This is an optimization exercise on Yosys and OpenROAD, whose aim is small area, not a production implementation. The RTL was checked by simulation tests, not by an equivalence proof against the original design. No activity file was given, so power comes from the tool's default toggle rates.

**flow/design.v**
```verilog
module mpl115a2_comp (
    input  wire       clk,
    input  wire       cload,    
    input  wire       cinit,
    input  wire       x0,
    input  wire       x1,
    input  wire       x2,
    input  wire       x3,
    output wire       s
);
    reg  [1:0] c;
    wire [1:0] ci  = cload ? {1'b0, cinit} : c;
    wire [2:0] sum = x0 + x1 + x2 + x3 + ci;
    assign s = sum[0];
    always @(posedge clk) c <= sum[2:1];
endmodule
module mpl115a2_seq #(
    parameter [6:0]   P_DEVADDR          = 7'h60,
    parameter integer P_CONV_WAIT_CYCLES = 1000
) (
    input  wire        clk,
    input  wire        rst,
    input  wire        h_valid,
    input  wire        h_write,
    input  wire [7:0]  h_addr,
    input  wire [31:0] h_wdata,
    input  wire [3:0]  h_be,
    output wire [31:0] h_rdata,
    output wire        h_err,
    output wire        req_valid,
    input  wire        req_ready,
    output wire        req_kind,
    output wire [6:0]  req_dev,
    output wire [1:0]  req_wlen,
    output wire [15:0] req_wdata,
    output wire [3:0]  req_rlen,
    input  wire        rsp_valid,
    input  wire        rsp_ok,
    input  wire [63:0] rsp_rdata
);
    localparam integer WAIT_PASSES = (P_CONV_WAIT_CYCLES + 47) / 48;
    localparam [3:0] S_IDLE = 4'd0, S_COEF = 4'd1, S_CONV = 4'd2, S_WAIT = 4'd3,
                     S_ADC  = 4'd4, S_SETWR = 4'd5, S_SYNC = 4'd6, S_CW = 4'd7,
                     S_CH   = 4'd8, S_CM = 4'd9, S_CD = 4'd10, S_CT = 4'd11,
                     S_FIN  = 4'd12;
    localparam [47:0] KA  = 48'd103323 << 9;                      
    localparam [47:0] KP  = 48'd185082;                           
    localparam [47:0] KT0 = 48'd302423 << 18;                     
    localparam [47:0] KT1 = 48'd57429 << 18;                      
    localparam [47:0] KTN = ((48'd1 << 30) - 48'd244994) << 18;   
    reg [3:0]   st;
    reg         req_pend;
    reg [15:0]  a0_raw, b1_raw, b2_raw;
    reg [13:0]  c12_raw;
    reg [9:0]   padc, tadc;
    reg [1:0]   l_addr;
    reg [7:0]   l_data;
    reg         done, valid, overrun;
    reg [2:0]   ekind;
    reg [17:0]  press;
    reg [11:0]  temp;
    reg [5:0]   p;
    reg [4:0]   idx;
    reg [47:0]  A;
    reg [23:0]  B;
    reg         dA, dB, zf;
    wire busy = (st != S_IDLE);
    wire err  = (ekind != 3'd0);
    reg [3:0] errcode, errstage;
    always @(*) begin
        case (ekind)
            3'd1: begin errcode = 4'd4; errstage = 4'd1; end
            3'd2: begin errcode = 4'd3; errstage = 4'd1; end
            3'd3: begin errcode = 4'd1; errstage = 4'd2; end
            3'd4: begin errcode = 4'd2; errstage = 4'd3; end
            3'd5: begin errcode = 4'd1; errstage = 4'd4; end
            3'd6: begin errcode = 4'd2; errstage = 4'd5; end
            default: begin errcode = 4'd0; errstage = 4'd0; end
        endcase
    end
    wire h_legal   = (h_addr[1:0] == 2'b00) && (h_be == 4'b1111);
    wire cmd_write = h_valid && h_write && h_legal && (h_addr == 8'h00);
    reg [31:0] rd_mux;
    always @(*) begin
        case (h_addr)
            8'h04: rd_mux = {16'd0, errstage, errcode, 3'd0, overrun, valid, err, done, busy};
            8'h08: rd_mux = {{14{press[17]}}, press};
            8'h0C: rd_mux = {{20{temp[11]}}, temp};
            8'h10: rd_mux = {25'd0, P_DEVADDR};
            8'h14: rd_mux = {6'd0, tadc, 6'd0, padc};
            8'h18: rd_mux = {b1_raw, a0_raw};
            8'h1C: rd_mux = {2'd0, c12_raw, b2_raw};
            default: rd_mux = 32'd0;
        endcase
    end
    assign h_rdata = h_legal ? rd_mux : 32'd0;
    assign h_err   = !h_legal;
    wire is_measure = (h_wdata == 32'h0000_0001);
    wire is_setreg  = (h_wdata[7:0] == 8'h02) && (h_wdata[31:24] == 8'h00);
    wire [7:0] cmd_addr = h_wdata[15:8];
    wire [7:0] cmd_data = h_wdata[23:16];
    assign req_valid = req_pend;
    assign req_dev   = P_DEVADDR;
    assign req_kind  = (st == S_COEF) || (st == S_ADC);
    assign req_wlen  = req_kind ? 2'd1 : 2'd2;
    assign req_rlen  = (st == S_COEF) ? 4'd8 : (st == S_ADC) ? 4'd4 : 4'd0;
    assign req_wdata = (st == S_COEF)  ? 16'h0004 :
                       (st == S_ADC)   ? 16'h0000 :
                       (st == S_CONV)  ? 16'h0012 :
                                         {l_data, 6'd0, l_addr};
    wire txn_state = (st == S_COEF) || (st == S_CONV) || (st == S_ADC) || (st == S_SETWR);
    wire rsp_take  = rsp_valid && txn_state && !req_pend;
    wire pe = (p == 6'd47);
    wire [4:0] i = idx;
    wire tb_i = (i < 5'd10) ? tadc[i[3:0]] : 1'b0;
    wire pb_i = (i < 5'd10) ? padc[i[3:0]] : 1'b0;
    wire cb_i = (i < 5'd14) ? c12_raw[i[3:0]] : 1'b0;
    wire tb_p = (p < 6'd10) ? tadc[p[3:0]] : 1'b0;
    wire [5:0] j8 = p - 6'd8;
    wire [5:0] j9 = p - 6'd9;
    wire b2_p8 = (p < 6'd8) ? 1'b0 : (j8 > 6'd15) ? b2_raw[15] : b2_raw[j8[3:0]];
    wire b1_p9 = (p < 6'd9) ? 1'b0 : (j9 > 6'd15) ? b1_raw[15] : b1_raw[j9[3:0]];
    wire a0_p9 = (p < 6'd9) ? 1'b0 : (j9 > 6'd15) ? a0_raw[15] : a0_raw[j9[3:0]];
    wire r_first = (st == S_CD) && (idx == 5'd27);
    wire [9:0] R = B[9:0] & {10{~r_first}};
    wire q = R[9] | (A[47] & (&R[8:0]));
    wire tie = zf & (B[9:0] == 10'd0);
    reg x0, x1, x2, x3, cload, cinit, a_in, b_in;
    wire s;
    always @(*) begin
        x0 = 1'b0; x1 = 1'b0; x2 = 1'b0; x3 = 1'b0;
        cload = (p == 6'd0); cinit = 1'b0;
        a_in = s; b_in = B[0];
        case (st)
            S_CW: begin
                x0 = (p == 6'd0 || idx == 5'd9) ? 1'b0 : dB;
                x1 = pb_i & tb_p;
                if (p < 6'd24) b_in = s;
            end
            S_CH: begin
                x0 = (p == 6'd0 || idx == 5'd13) ? 1'b0 : dA;
                x1 = (cb_i & (p < 6'd24) & B[0]) ^ ((idx == 5'd13) & c12_raw[13]);
                cinit = (idx == 5'd13) & c12_raw[13];
                x2 = (tb_i & b2_p8) | ((idx == 5'd10) & KA[p]);
                x3 = (pb_i & b1_p9) | ((idx == 5'd10) & a0_p9);
            end
            S_CM: begin
                x0 = A[0];
                x1 = (idx == 5'd2) ? ((p >= 6'd6) & B[18]) : ((p >= 6'd2) & B[22]);
                b_in = A[0];
            end
            S_CD: begin
                a_in = (p == 6'd0) ? q : dA;
                x0 = (p == 6'd0) ? A[47] : (r_first ? 1'b0 : dB);
                cinit = q;
                if (p < 6'd10) b_in = s;
            end
            S_CT: begin
                if (p < 6'd18) begin
                    x0 = A[0] & ~((p == 6'd0) & tie & (idx == 5'd9));
                    x1 = (idx == 5'd9) & KP[p];
                end else begin
                    cload = (p == 6'd18);
                    x0 = (p == 6'd18 || idx == 5'd9) ? 1'b0 : dA;
                    x1 = (idx == 5'd9) ? (tadc[9] ? KT1[p] : KT0[p]) : (tb_i & KTN[p]);
                end
            end
            default: ;
        endcase
    end
    mpl115a2_comp u_add (
        .clk(clk), .cload(cload), .cinit(cinit),
        .x0(x0), .x1(x1), .x2(x2), .x3(x3), .s(s)
    );
    always @(posedge clk) begin
        A  <= {a_in, A[47:1]};
        B  <= {b_in, B[23:1]};
        dA <= A[0];
        dB <= B[0];
        if (st == S_CM && idx == 5'd0) begin
            if (p == 6'd0)      zf <= ~s;
            else if (p < 6'd20) zf <= zf & ~s;
        end
    end
    always @(posedge clk) begin
        if (rst) begin
            st       <= S_IDLE;
            req_pend <= 1'b0;
            a0_raw   <= 16'd0;
            b1_raw   <= 16'd0;
            b2_raw   <= 16'd0;
            c12_raw  <= 14'd0;
            padc     <= 10'd0;
            tadc     <= 10'd0;
            done     <= 1'b0;
            valid    <= 1'b0;
            overrun  <= 1'b0;
            ekind    <= 3'd0;
            press    <= 18'd0;
            temp     <= 12'd0;
            p        <= 6'd0;
            idx      <= 5'd0;
        end else begin
            p <= pe ? 6'd0 : p + 6'd1;
            if (req_valid && req_ready)
                req_pend <= 1'b0;
            if (cmd_write) begin
                if (busy) begin
                    overrun <= 1'b1;
                end else begin
                    done    <= 1'b0;
                    ekind   <= 3'd0;
                    overrun <= 1'b0;
                    if (is_measure) begin
                        valid    <= 1'b0;
                        st       <= S_COEF;
                        req_pend <= 1'b1;
                    end else if (is_setreg) begin
                        l_addr <= cmd_addr[1:0];
                        l_data <= cmd_data;
                        if (cmd_addr > 8'h02) begin
                            done  <= 1'b1;
                            ekind <= 3'd2;
                        end else begin
                            st       <= S_SETWR;
                            req_pend <= 1'b1;
                        end
                    end else begin
                        done  <= 1'b1;
                        ekind <= 3'd1;
                    end
                end
            end
            case (st)
                S_COEF: if (rsp_take) begin
                    if (rsp_ok) begin
                        a0_raw   <= {rsp_rdata[7:0],   rsp_rdata[15:8]};
                        b1_raw   <= {rsp_rdata[23:16], rsp_rdata[31:24]};
                        b2_raw   <= {rsp_rdata[39:32], rsp_rdata[47:40]};
                        c12_raw  <= {rsp_rdata[55:48], rsp_rdata[63:58]};
                        st       <= S_CONV;
                        req_pend <= 1'b1;
                    end else begin
                        st    <= S_IDLE;
                        done  <= 1'b1;
                        ekind <= 3'd3;
                    end
                end
                S_CONV: if (rsp_take) begin
                    if (rsp_ok) begin
                        st  <= S_WAIT;
                        idx <= WAIT_PASSES[4:0];
                    end else begin
                        st    <= S_IDLE;
                        done  <= 1'b1;
                        ekind <= 3'd4;
                    end
                end
                S_WAIT: if (pe) begin
                    idx <= idx - 5'd1;
                    if (idx == 5'd0) begin
                        st       <= S_ADC;
                        req_pend <= 1'b1;
                    end
                end
                S_ADC: if (rsp_take) begin
                    if (rsp_ok) begin
                        padc <= {rsp_rdata[7:0],   rsp_rdata[15:14]};
                        tadc <= {rsp_rdata[23:16], rsp_rdata[31:30]};
                        st   <= S_SYNC;
                    end else begin
                        st    <= S_IDLE;
                        done  <= 1'b1;
                        ekind <= 3'd5;
                    end
                end
                S_SYNC: if (pe) begin
                    st  <= S_CW;
                    idx <= 5'd9;
                end
                S_CW: if (pe) begin
                    idx <= idx - 5'd1;
                    if (idx == 5'd0) begin st <= S_CH; idx <= 5'd13; end
                end
                S_CH: if (pe) begin
                    idx <= idx - 5'd1;
                    if (idx == 5'd0) begin st <= S_CM; idx <= 5'd2; end
                end
                S_CM: if (pe) begin
                    idx <= idx - 5'd1;
                    if (idx == 5'd0) begin st <= S_CD; idx <= 5'd27; end
                end
                S_CD: if (pe) begin
                    idx <= idx - 5'd1;
                    if (idx == 5'd0) begin st <= S_CT; idx <= 5'd9; end
                end
                S_CT: if (pe) begin
                    idx <= idx - 5'd1;
                    if (idx == 5'd0) st <= S_FIN;
                end
                S_FIN: begin
                    press <= A[17:0];
                    temp  <= A[46:35];
                    valid <= 1'b1;
                    done  <= 1'b1;
                    st    <= S_IDLE;
                end
                S_SETWR: if (rsp_take) begin
                    st   <= S_IDLE;
                    done <= 1'b1;
                    if (!rsp_ok) ekind <= 3'd6;
                end
                default: ;
            endcase
        end
    end
endmodule
```
**flow/run.sh**
```bash
#!/bin/bash
# synth_recipe.tcl (not shown) runs the flow's synth.tcl, then flattens the netlist and writes it again
# the make line also repeats each setting of config.mk as NAME=value (left out here)
make -C /OpenROAD-flow-scripts/flow DESIGN_CONFIG=/design/flow/config.mk WORK_HOME=/design/flow/orfs CLKGATE_MAP_FILE= SYNTH_SCRIPT=/design/flow/synth_recipe.tcl finish
```
**flow/config.mk**
```make
export PLATFORM = sky130hd
export DESIGN_NAME = mpl115a2_seq
export DESIGN_NICKNAME = mpl115a2_seq
export VERILOG_FILES = /design/flow/design.v
export SDC_FILE = /design/flow/constraint.sdc
export NUM_CORES = 4
export LEC_CHECK = 0
export CAP_MARGIN = 20
export CORE_MARGIN = 2
export CORE_UTILIZATION = 40
export SLEW_MARGIN = 20
```
**flow/constraint.sdc**
```tcl
create_clock -name core_clock -period 50.0 [get_ports {clk}]
set_input_delay 10.0000 -clock core_clock [delete_from_list [all_inputs] [get_ports {clk}]]
set_output_delay 10.0000 -clock core_clock [all_outputs]
set_load 0.01 [all_outputs]
```
==> flow_summary.ini <==
[status]
status = finished clean

[clocking]
cts_resized = 0
cts.path.max_buffers = 3
cts_setup_buffers = 0
htreeDepth = 1
postCtsHoldBufs = 0
numClockSinks = 221
clock_latency_ns = 0.53
path_clk_slew_ns = 0.06
cts_tree = built
cts_root_buffer = clkbuf_16
cts_made_buffers = 24

[pwr]
finalPower_w = 0.0003821
p_seq_share_pct = 49.0
pwr-share-comb_pct = 6.4
peakVddDrop_mv = 0.02661
clock_power_share_pct = 44.6
p_int_w = 0.0002938
power.leakage_nw = 4.454
power.net_switching_w = 0.00008835
power_density_nw_per_um2 = 28.98
p_sw_share_pct = 23.12

[placed_design]
dpl.hpwl_mm = 23.34
portBuffers = 163
gp_congestion = 0.9004

[hold_path]
min_path_type = flop to flop

[detailed_routing]
wl_per_cell_um = 19.23
vias_per_cell = 5.649
vias = 9813
wl_mm = 33.39
postRouteAntennaNets = 0
drtPass1Iterations = 17
drt_iter0_drc = 901
drc = 0

[floorplanning]
coreArea_um2 = 26130
die-area_um2 = 27990
die_w_um = 167.3
die_height_um = 167.3
placementRows = 59
start_util_pct = 40.82
ios = 179

[yosys]
ys_warn_count = 2
synth_top_area_cell = dfxtp_1
postSynth.asyncResetShare_pct = 0
synth_most_common_cell = nand2_1
synth_area_um2 = 10670
ys.flop_type = dfxtp_1
synth_cells = 1274
synth_area_per_cell_um2 = 8.373
synth_common_cells = nand2_1 (307), dfxtp_1 (210), a21oi_1 (160), clkbuf_1 (73), nor2_1 (57)
synthTopCellsByArea = dfxtp_1 (39%), nand2_1 (11%), a21oi_1 (7.5%)
synth_seq_cells = 221
synth_top_area_share_pct = 39.41
ys_seq_area_share_pct = 42.51
synth-edff-count = 11
ys_types = 79

[grt]
antenna_found_initial = 0
grt_pass1_vias = 9160
grt_max_degree = 84
grt_pass1_wl_mm = 52.03
grt_use_total_pct = 23.20
overflow = 0

[critical_path]
crit_path_max_fanout = 21
r2r-end = B[23]
crit_type = input port to output port
cp.required_ns = 40.00
r2r_cells = 12
cp.arrival_ns = 13.51
start_kind = input port
cp-end-kind = output port
reg2reg_from = p[0]
critPathLaunch = h_addr[1]
endpoint = h_rdata[15]
reg2reg_slack_ns = 45.71

[sta]
slew_violations = 0
fin_tns_setup_ns = 0
rsz0062_at_grt = no
min_period_ns = 23.51
worst_pin_slew_ns = 0.9699
max_freq_mhz = 42.54
setup-violations-final = 0
final.period_utilization_pct = 47.01
fin_worst_skew_ns = 0.01750
finalHoldViolations = 0
maxSlewHeadroom_pct = 34.84

[layout]
final_nets = 1525
fin_util_pct = 50.45
drive_above_1_share_pct = 7.561
area_delta_synth_final_pct = 23.60
antenna_cells = 0

[job]
drv_cap = 0
[stage by stage]
step	hold WS, ns	std cells	worst slack, ns	cell area, µm²
4_1_cts	0.3233	1737	26.52	13180
6_report	0.3248	1737	26.50	13190
3_5_place_dp	0.3121	1694	26.53	12430
2_1_floorplan	0.3096	1285	28.30	10710
3_3_place_gp	0.3113	1694	26.55	12430
5_1_grt	0.3291	1737	26.44	13190
[power by group through the flow]
| stage | Sequential [W] | Clock [W] | Combinational (W) |
|---|---|---|---|
| final | 0.000187 | 0.000170 | 0.0000246 |
| after global routing | 0.000188 | 0.000182 | 0.0000264 |
| after CTS | 0.000187 | 0.000173 | 0.0000245 |
| after global placement | 0.000191 | 0 | 0.0000243 |
| after floorplan | 0.000190 | 0 | 0.0000119 |
| after detailed placement | 0.000191 | 0 | 0.0000243 |
[worst min-delay path by stage]
stage	from	end	slack, ns	cells after the start
4_1_cts	B[11]	B[10]	0.32	0
3_5_place_dp	A[31]	A[30]	0.31	0
3_3_place_gp	A[28]	A[27]	0.31	0
6_report	B[15]	B[14]	0.32	0
2_1_floorplan	A[18]	A[17]	0.31	0
5_1_grt	A[34]	A[33]	0.33	0
[critical path, stage by stage]
cell             delay (ns)
clkdlybuf4s50_1        0.47
or4_1                  0.54
nor3b_2                0.21
buf_4                  0.25
and2_1                 0.71
a22o_1                 0.24
nand2_1                0.07
a31oi_1                0.37
clkdlybuf4s50_1        0.61
[cell type report]
type,instances,area [µm²]
clock buffer,35,704.4
clock inverter,8,46.29
fill,2505,12950
inverter,28,105.1
multi-input combinational,929,5612
sequential,221,4534
tap,335,419.2
timing repair buffer,181,1764
[state kept, by name, summed over array words and instances (netlist names), 10 cells and up]
signal,flops
b2_raw,16
B,24
c12_raw,14
b1_raw,16
a0_raw,16
press,18
padc,10
temp,12
tadc,10
A,48
[layer usage]
layer / wire length [µm] / GRT usage (%)
met5: 0 / 0
met4: 597 / 5.331
met2: 15150 / 36.23
met1: 15140 / 34.09
met3: 2510 / 3.167
[cell usage in the layout (no fill, tap or decap), drive strengths merged, types with 4 or more instances in the layout]
cell type      count
nor3              25
nand4             11
nor4              12
o21ai             39
nand2b            11
a31oi             21
or3                8
conb              13
xnor2              8
clkinv             8
and3               7
mux2i             28
nor3b              6
mux4              20
inv               27
nor2              60
a22o              13
clkdlybuf4s50    162
a32oi              5
mux2              10
a222oi             8
ha                23
dfxtp            210
a22oi             18
and2              12
clkbuf            35
edfxtp            11
a21o               6
buf               19
o22ai              5
a221oi             5
nor2b              8
nand3             18
xor2               4
a21oi            160
nand2            308
[cells by family (layout without fill, tap and decap cells)]
kind of cell             after synthesis  in the layout  synth area share, %
adder cells (fa/ha/maj)               25             25                3.073
AO/OA/AOI/OAI                        317            317                18.14
multiplexers                          58             58                7.905
XOR/XNOR                              12             12               0.9852
AND/OR/NAND/NOR                      504            504                21.63
other                                  2             13              0.07040
flip-flops                           221            221                42.51
buffers and inverters                135            252                5.688

[re-timing with driven ports]
In the flow no input, the clock included, has a driving cell. The finished layout below was timed again as built, in two steps. Step 1, drivers: a clkbuf_16 drives clk and a buf_2 each remaining input, both assumed. Step 2 also shifts input and output timing later by t, the mid clock arrival at the registers, as if the neighbouring blocks saw the same clock. Three values: no drivers, after step 1, after step 2; two values: the first two.
shift t [ns]: 0.568
setup slack, ns: 26.495 / 26.474 / 26.474
worst setup path after step 2: input to output
After both steps setup and hold are still met in this run. For this run, drivers alone change the setup slack by -0.021 ns; drivers and shift together by -0.021 ns.
